Context: an optimization exercise on an open-source flow, tuned for small area and few clock cycles. The choices shown serve that exercise and are no tape-out recipe.
Function was checked by simulation only, so behaviour that the tests miss may differ from the original.
Power figures rest on the tool's default switching activity, not on a simulated workload.

[design/flow/run.sh]
#!/bin/bash
# synth_recipe.tcl (not shown) runs the flow's synth.tcl, then flattens the netlist and writes it again
# the make line also repeats each setting of config.mk as NAME=value (left out here)
make -C /OpenROAD-flow-scripts/flow DESIGN_CONFIG=/design/flow/config.mk WORK_HOME=/design/flow/orfs CLKGATE_MAP_FILE= SYNTH_SCRIPT=/design/flow/synth_recipe.tcl finish
[design/flow/design.v]
module n2k_rx (
    input  wire        clk,
    input  wire        rst,
    input  wire        cfg_mode,           
    input  wire [3:0]  cfg_inc_valid,
    input  wire [71:0] cfg_inc_pgn,
    input  wire [3:0]  cfg_exc_valid,
    input  wire [71:0] cfg_exc_pgn,
    input  wire [1:0]  cfg_fast_valid,
    input  wire [35:0] cfg_fast_pgn,
    input  wire [31:0] cfg_min_interval,
    input  wire        rx_valid,
    output wire        rx_ready,
    input  wire [7:0]  rx_byte,
    input  wire [31:0] rx_now,
    output reg         out_valid,
    output reg         out_last,
    output wire [17:0] out_pgn,
    output wire [7:0]  out_src,
    output reg  [7:0]  out_len,
    output reg  [7:0]  out_data,
    output reg         diag_valid,
    output reg  [4:0]  diag_code,
    output reg  [17:0] diag_pgn
);
    localparam [4:0] X_RUNT       = 5'd1,
                     X_SHORT      = 5'd2,
                     X_DLEN       = 5'd3,
                     X_FP_NOSTART = 5'd4,
                     X_FP_SEQ     = 5'd5,
                     X_FP_DUP     = 5'd6,
                     X_FP_EMPTY   = 5'd7,
                     X_FP_NOLEN   = 5'd8,
                     N_FILTERED   = 5'd16,
                     N_THROTTLED  = 5'd17;
    localparam [1:0] S_RX   = 2'd0,    
                     S_PROC = 2'd1,    
                     S_SF   = 2'd2,    
                     S_FP   = 2'd3;    
    reg [1:0] state;
    assign rx_ready = (state == S_RX);
    wire rx_fire = rx_valid && rx_ready;
    reg  [7:0] body [0:12];    
    reg  [3:0] cnt;            
    reg        in_frame;       
    reg        skip;           
    reg  [4:0] frm_code;       
    reg [31:0] frm_now;        
    wire [3:0] cur_n = body[0][3:0];
    always @(posedge clk) begin
        if (rst) begin
            cnt      <= 4'd0;
            in_frame <= 1'b0;
            skip     <= 1'b0;
            frm_code <= 5'd0;
        end else if (rx_fire) begin
            if (!cfg_mode) begin
                if (!in_frame) begin
                    if (rx_byte == 8'hAA) begin
                        in_frame <= 1'b1;
                        cnt      <= 4'd0;
                    end
                end else if (rx_byte == 8'h55) begin
                    in_frame <= 1'b0;
                    frm_now  <= rx_now;
                    if (cnt == 4'd0)
                        frm_code <= X_RUNT;
                    else if (cnt < 4'd5)
                        frm_code <= X_SHORT;
                    else if (cur_n > 4'd8)
                        frm_code <= X_DLEN;
                    else if (cnt < 4'd5 + cur_n)
                        frm_code <= X_SHORT;
                    else
                        frm_code <= 5'd0;
                end else begin
                    if (cnt < 4'd13)
                        body[cnt] <= rx_byte;
                    if (cnt != 4'd15)
                        cnt <= cnt + 4'd1;
                end
            end else begin
                if (skip) begin
                    skip <= 1'b0;
                end else begin
                    body[cnt] <= rx_byte;
                    if (cnt == 4'd12) begin
                        cnt      <= 4'd0;
                        skip     <= 1'b1;
                        frm_now  <= rx_now;
                        frm_code <= 5'd0;
                    end else begin
                        cnt <= cnt + 4'd1;
                    end
                end
            end
        end
    end
    wire frame_done = rx_fire && (cfg_mode ? (!skip && cnt == 4'd12)
                                           : (in_frame && rx_byte == 8'h55));
    wire [3:0]  n   = body[0][3:0];
    wire [7:0]  src = body[1];
    wire [17:0] pgn = {body[4][1:0], body[3], body[2]};
    wire [63:0] wdata = {body[12], body[11], body[10], body[9],
                         body[8], body[7], body[6], body[5]};
    reg [63:0] cfdata;
    reg [3:0]  ridx;
    integer    j;
    always @(*) begin
        for (j = 0; j < 8; j = j + 1) begin
            ridx = n - 4'd1 - j[3:0];
            cfdata[8*j +: 8] = wdata[8*ridx[2:0] +: 8];
        end
    end
    integer i;
    reg inc_hit, exc_hit, allowed;
    reg fast_hit;
    reg fast_slot;
    always @(*) begin
        inc_hit = 1'b0;
        exc_hit = 1'b0;
        for (i = 0; i < 4; i = i + 1) begin
            if (cfg_inc_valid[i] && cfg_inc_pgn[18*i +: 18] == pgn) inc_hit = 1'b1;
            if (cfg_exc_valid[i] && cfg_exc_pgn[18*i +: 18] == pgn) exc_hit = 1'b1;
        end
        if (|cfg_inc_valid)      allowed = inc_hit;
        else if (|cfg_exc_valid) allowed = !exc_hit;
        else                     allowed = 1'b1;
        fast_hit  = 1'b0;
        fast_slot = 1'b0;
        for (i = 1; i >= 0; i = i - 1) begin
            if (cfg_fast_valid[i] && cfg_fast_pgn[18*i +: 18] == pgn) begin
                fast_hit  = 1'b1;
                fast_slot = i[0];
            end
        end
    end
    reg        thr_valid [0:1];
    reg [31:0] thr_time  [0:1];
    reg        fp_valid  [0:1];
    reg [2:0]  fp_seq    [0:1];
    reg [7:0]  fp_plen   [0:1];
    reg [7:0]  fp_stored [0:1];
    reg [31:0] fp_pres   [0:1];
    reg [55:0] chunk     [0:63];
    reg [2:0]  chunk_len [0:63];
    wire [7:0] ctl = wdata[7:0];
    wire [2:0] seq = ctl[7:5];
    wire [4:0] fc  = ctl[4:0];
    wire [32:0] thr_diff = {1'b0, frm_now} - {1'b0, thr_time[fast_slot]};
    wire thr_ok = !thr_valid[fast_slot] ||
                  (!thr_diff[32] && thr_diff[31:0] >= cfg_min_interval);
    wire [55:0] new_chunk = cfdata[55:0];
    reg [3:0] sf_idx;         
    reg       em_slot;        
    reg [4:0] em_k;
    reg [2:0] em_j;
    reg [7:0] em_cnt;
    reg [7:0] em_src;
    assign out_pgn = pgn;
    assign out_src = src;
    wire [55:0] em_chunk = chunk[{em_slot, em_k}];
    wire [2:0]  em_clen  = chunk_len[{em_slot, em_k}];
    wire        em_have  = fp_pres[em_slot][em_k] && (em_j < em_clen);
    always @(*) begin
        out_valid = 1'b0;
        out_last  = 1'b0;
        out_len   = 8'd0;
        out_data  = 8'd0;
        if (state == S_SF) begin
            out_valid = 1'b1;
            out_len   = {4'd0, n};
            out_data  = cfdata[8*sf_idx[2:0] +: 8];
            out_last  = (n == 4'd0) || (sf_idx == n - 4'd1);
        end else if (state == S_FP) begin
            out_len   = fp_plen[em_slot];
            out_data  = em_chunk[8*em_j +: 8];
            if (fp_plen[em_slot] == 8'd0) begin
                out_valid = 1'b1;
                out_last  = 1'b1;
            end else if (em_have) begin
                out_valid = 1'b1;
                out_last  = (em_cnt + 8'd1 == fp_plen[em_slot]);
            end
        end
    end
    always @(posedge clk) begin
        diag_valid <= 1'b0;
        if (rst) begin
            state        <= S_RX;
            thr_valid[0] <= 1'b0;
            thr_valid[1] <= 1'b0;
            fp_valid[0]  <= 1'b0;
            fp_valid[1]  <= 1'b0;
            diag_code    <= 5'd0;
            diag_pgn     <= 18'd0;
        end else begin
            case (state)
            S_RX: begin
                if (frame_done)
                    state <= S_PROC;
            end
            S_PROC: begin
                state <= S_RX;
                if (frm_code != 5'd0) begin
                    diag_valid <= 1'b1;
                    diag_code  <= frm_code;
                    diag_pgn   <= 18'd0;
                end else if (n > 4'd8) begin
                    diag_valid <= 1'b1;
                    diag_code  <= X_DLEN;
                    diag_pgn   <= 18'd0;
                end else if (!allowed) begin
                    diag_valid <= 1'b1;
                    diag_code  <= N_FILTERED;
                    diag_pgn   <= pgn;
                end else if (!fast_hit) begin
                    sf_idx <= 4'd0;
                    state  <= S_SF;
                end else if (n == 4'd0) begin
                    diag_valid <= 1'b1;
                    diag_code  <= X_FP_EMPTY;
                    diag_pgn   <= pgn;
                end else if (fc == 5'd0) begin
                    if (n < 4'd2) begin
                        diag_valid <= 1'b1;
                        diag_code  <= X_FP_NOLEN;
                        diag_pgn   <= pgn;
                    end else if (!thr_ok) begin
                        diag_valid <= 1'b1;
                        diag_code  <= N_THROTTLED;
                        diag_pgn   <= pgn;
                    end else begin
                        thr_valid[fast_slot] <= 1'b1;
                        thr_time[fast_slot]  <= frm_now;
                        fp_valid[fast_slot]  <= 1'b1;
                        fp_seq[fast_slot]    <= seq;
                        fp_plen[fast_slot]   <= wdata[15:8];
                        fp_stored[fast_slot] <= {4'd0, n} - 8'd2;
                        fp_pres[fast_slot]   <= 32'd1;
                        chunk[{fast_slot, 5'd0}]     <= new_chunk;
                        chunk_len[{fast_slot, 5'd0}] <= n[2:0] - 3'd2;
                        if ({4'd0, n} - 8'd2 >= wdata[15:8]) begin
                            em_slot <= fast_slot;
                            em_k    <= 5'd0;
                            em_j    <= 3'd0;
                            em_cnt  <= 8'd0;
                            state   <= S_FP;
                        end
                    end
                end else begin
                    if (!fp_valid[fast_slot]) begin
                        diag_valid <= 1'b1;
                        diag_code  <= X_FP_NOSTART;
                        diag_pgn   <= pgn;
                    end else if (seq != fp_seq[fast_slot]) begin
                        diag_valid <= 1'b1;
                        diag_code  <= X_FP_SEQ;
                        diag_pgn   <= pgn;
                    end else if (fp_pres[fast_slot][fc]) begin
                        diag_valid <= 1'b1;
                        diag_code  <= X_FP_DUP;
                        diag_pgn   <= pgn;
                    end else begin
                        fp_pres[fast_slot][fc] <= 1'b1;
                        fp_stored[fast_slot]   <= fp_stored[fast_slot] + {4'd0, n} - 8'd1;
                        chunk[{fast_slot, fc}]     <= new_chunk;
                        chunk_len[{fast_slot, fc}] <= n[2:0] - 3'd1;
                        if (fp_stored[fast_slot] + {4'd0, n} - 8'd1 >= fp_plen[fast_slot]) begin
                            em_slot <= fast_slot;
                            em_k    <= 5'd0;
                            em_j    <= 3'd0;
                            em_cnt  <= 8'd0;
                            state   <= S_FP;
                        end
                    end
                end
            end
            S_SF: begin
                sf_idx <= sf_idx + 4'd1;
                if (out_last)
                    state <= S_RX;
            end
            S_FP: begin
                if (out_valid) begin
                    em_cnt <= em_cnt + 8'd1;
                    em_j   <= em_j + 3'd1;
                    if (out_last) begin
                        fp_valid[em_slot] <= 1'b0;
                        state             <= S_RX;
                    end
                end else begin
                    em_k <= em_k + 5'd1;
                    em_j <= 3'd0;
                end
            end
            endcase
        end
    end
endmodule
[design/flow/constraint.sdc]
create_clock -name core_clock -period 14.0 [get_ports {clk}]
set_input_delay 2.8000 -clock core_clock [delete_from_list [all_inputs] [get_ports {clk}]]
set_output_delay 2.8000 -clock core_clock [all_outputs]
set_load 0.01 [all_outputs]
[design/flow/config.mk]
export PLATFORM = sky130hd
export DESIGN_NAME = n2k_rx
export DESIGN_NICKNAME = n2k_rx
export VERILOG_FILES = /design/flow/design.v
export SDC_FILE = /design/flow/constraint.sdc
export NUM_CORES = 4
export LEC_CHECK = 0
export CAP_MARGIN = 20
export CORE_MARGIN = 2
export CORE_UTILIZATION = 40
export SLEW_MARGIN = 20
export SYNTH_MEMORY_MAX_BITS = 8192
==> reports/metrics.yaml <==
mostFrequentLayoutCell: "edfxtp_1"
vias: 89211
layout.nets: 9173
drtIter0Drc: 12824
clk_pin_slew_ps: 60
drive_above_1_share_pct: 23.0
drc: 0
io_buffers: 334
hold_viol: 0
dieWidth_um: 650
tns_ps: 0
vias_per_cell: 6.09
grt_max_degree: 128
ys_seq_elements: 4128
antenna_left: 0
maxSlewHeadroom_pct: 9.16
end_kind: "register"
grt_first_pass_wirelength_um: 714000
antenna_found_initial: 27
cts_tree: "done"
die-height_um: 650
core_um2: 416000
rows: 237
critPathMaxFanout: 25
syn_area_per_cell_um2: 20.4
worst_clock_skew_ps: 72.3
fin_util_pct: 46.3
fin_crit_ps: 11700
dp_hpwl_um: 286000
ys_async_sr_fraction_pct: 0
numCtsBuffers: 420
setup_viol: 0
status: "finished clean"
max_clock_freq_mhz: 85.4
htreeDepth: 5
finalWeightedCongestion: 0.844
dieArea_um2: 423000
initial_core_util_pct: 40.1
cp-start-kind: "primary input"
synth_top_area_cell: "edfxtp_1"
synth_edf_count: 4091
synth_cell_types: 78
ir_drop_uv: 97.3
worstPathRequired_ps: 14610
power_density_nw_per_um2: 131
slowest_stage: "nor3_4"
clk_path_buf_depth: 4
hold_path_class: "register to register"
clk_latency_ps: 980
post-cts-setup-buffers: 0
synthCells: 8197
synth_warnings: 1
cts_sinks: 4128
routed_wirelength_um: 514000
rsz0062_at_grt: "false"
cts_root_buf: "clkbuf_16"
grt_overflow: 0
io_pins: 335
hold_slack_ps: 453
crit_path_max_incr_delay_ps: 910
yosysSeqAreaShare_pct: 74.0
power.leakage_nw: 63.5
critical_path_class: "primary input to register"
synthFlopType: "edfxtp_1"
cts_hold_buf: 0
grt_pass1_vias: 89118
syn_area_um2: 167000
final_cell_mix: "edfxtp_1, mux4_2, mux2i_1, clkbuf_16, clkdlybuf4s50_1"
cap_violations: 0
synth_top_area_share_pct: 73.6
period_share_pct: 83.6
cp.arrival_ps: 12310
firstDrtPassIters: 6
syn2layout_area_growth_pct: 15.3
worstMarginPinSlew_ps: 1350
grt_usage_pct: 23.9
finalMaxSlewViolations: 0
wl_per_cell_um: 35.1
ys_top_cells_by_area: "edfxtp_1, mux4_2, mux2i_1, xnor2_1, ha_1"
cts_resized: 0
-- sequential cells by signal, indices dropped and copies added (netlist names), 18 cells and up, named ones only --
register   cells
body          94
chunk       3584
chunk_len    192
diag_pgn      18
fp_pres       64
frm_now       32
thr_time      64
-- final cells by class --
class | instances | area (µm²)
Inverter | 87 | 337
Antenna cell | 8 | 20.0
Clock buffer | 531 | 11100
Timing Repair Buffer | 650 | 6340
Fill cell | 34439 | 224000
Sequential cell | 4128 | 124000
Tap cell | 5497 | 6880
Clock inverter | 229 | 2150
Multi-Input combinational cell | 3508 | 42000
-- path summary, 6_finish.rpt --
path         slack [ps]                 endpoint                 start  cells past startpoint
min reg2reg         450     thr_valid[1]$_DFF_P_  thr_valid[1]$_DFF_P_                      1
max                2300  chunk[56][49]$_DFFE_PP_       cfg_fast_pgn[0]                     29
max reg2reg        3710  chunk[56][49]$_DFFE_PP_  body[2][3]$_DFFE_PP_                     28
min                 450     thr_valid[1]$_DFF_P_  thr_valid[1]$_DFF_P_                      1
-- worst max-delay path: cells and delay by family --
kind / cells / cell delay [ps]
simple gates: 8 / 3430
compound gates: 12 / 3310
buf+inv: 5 / 1710
fa+ha+maj: 2 / 550
xor+xnor: 1 / 280
mux: 1 / 150
-- cells in the mapped netlist, types with 64 or more instances --
cell,count
edfxtp_1,4091
inv_1,83
a21oi_1,201
buf_2,95
nand2_1,180
xnor2_1,188
buf_1,93
ha_1,110
o22ai_1,116
mux2i_1,471
nor2_1,233
clkbuf_1,252
o221ai_1,144
o21ai_0,173
mux4_2,1005
a211oi_1,64
-- where the power goes --
part	internal [W]	total, W	switching [W]
registers	0.0137	0.0137	0.00000102
logic	0.000148	0.000522	0.000374
clock network	0.00627	0.0110	0.00471
-- through the flow --
stage	cells	total power (W)	cell area (µm²)	setup WS, ps
5_1_grt	14631	0.0258	192000	1810
3_3_place_gp	13864	0.0144	179000	1130
2_1_floorplan	8198	0.0141	167000	-1100
3_5_place_dp	13868	0.0144	179000	1230
6_report	14638	0.0252	192000	2300
4_1_cts	14628	0.0253	192000	2190
-- metal layers --
metal	part of all wire [%]	vias to the layer above	track usage [%]
li1	-	35466	-
met1	39	48011	33.2
met2	48	4875	38.9
met3	9.4	849	4.24
met4	3.3	10	7.04
met5	0.013	-	0
-- cell families (layout without fill, tap and decap cells) --
| logic type | after synthesis | after routing | share of synthesized area, % |
|---|---|---|---|
| buffers and inverters | 562 | 1497 | 1.42 |
| AND/OR/NAND/NOR | 726 | 726 | 2.13 |
| adder cells (fa/ha/maj) | 112 | 112 | 0.848 |
| XOR/XNOR | 240 | 240 | 1.26 |
| AO/OA/AOI/OAI | 893 | 893 | 3.55 |
| multiplexers | 1535 | 1535 | 16.8 |
| flip-flops | 4128 | 4128 | 74.0 |
| other | 1 | 10 | 0.00225 |
Testbench counts, summed over its fixed seeds: cycles 137,020.

==> afterwards: timing with drivers on the ports <==
How much do the figures lean on ideal ports? The routed layout below was timed once more, with nothing changed but the port constraints.
Step 1: set_driving_cell puts a clkbuf_16 on clk and a buf_2 on each other input, an assumption about the parent block.
Step 2 moves the port delays by t, midway between the first and last clock arrival at a register: inputs arrive t later, outputs are due t later. That takes back most of the time a late clock gives input paths.
a / b / c = ideal ports / drivers / drivers and shift; a / b = the first two.
t, ns: 1.050
setup WS [ns]: 2.296 / 2.375 / 1.324
worst setup path after step 2: input to register
clock arrival spread, ns: 0.078 / 0.077
worst slew at a driven data input, ns: 0.13
After both steps setup and hold are still met in this run. The setup slack of this run moves by +0.079 ns with the drivers and by -0.972 ns with both steps.
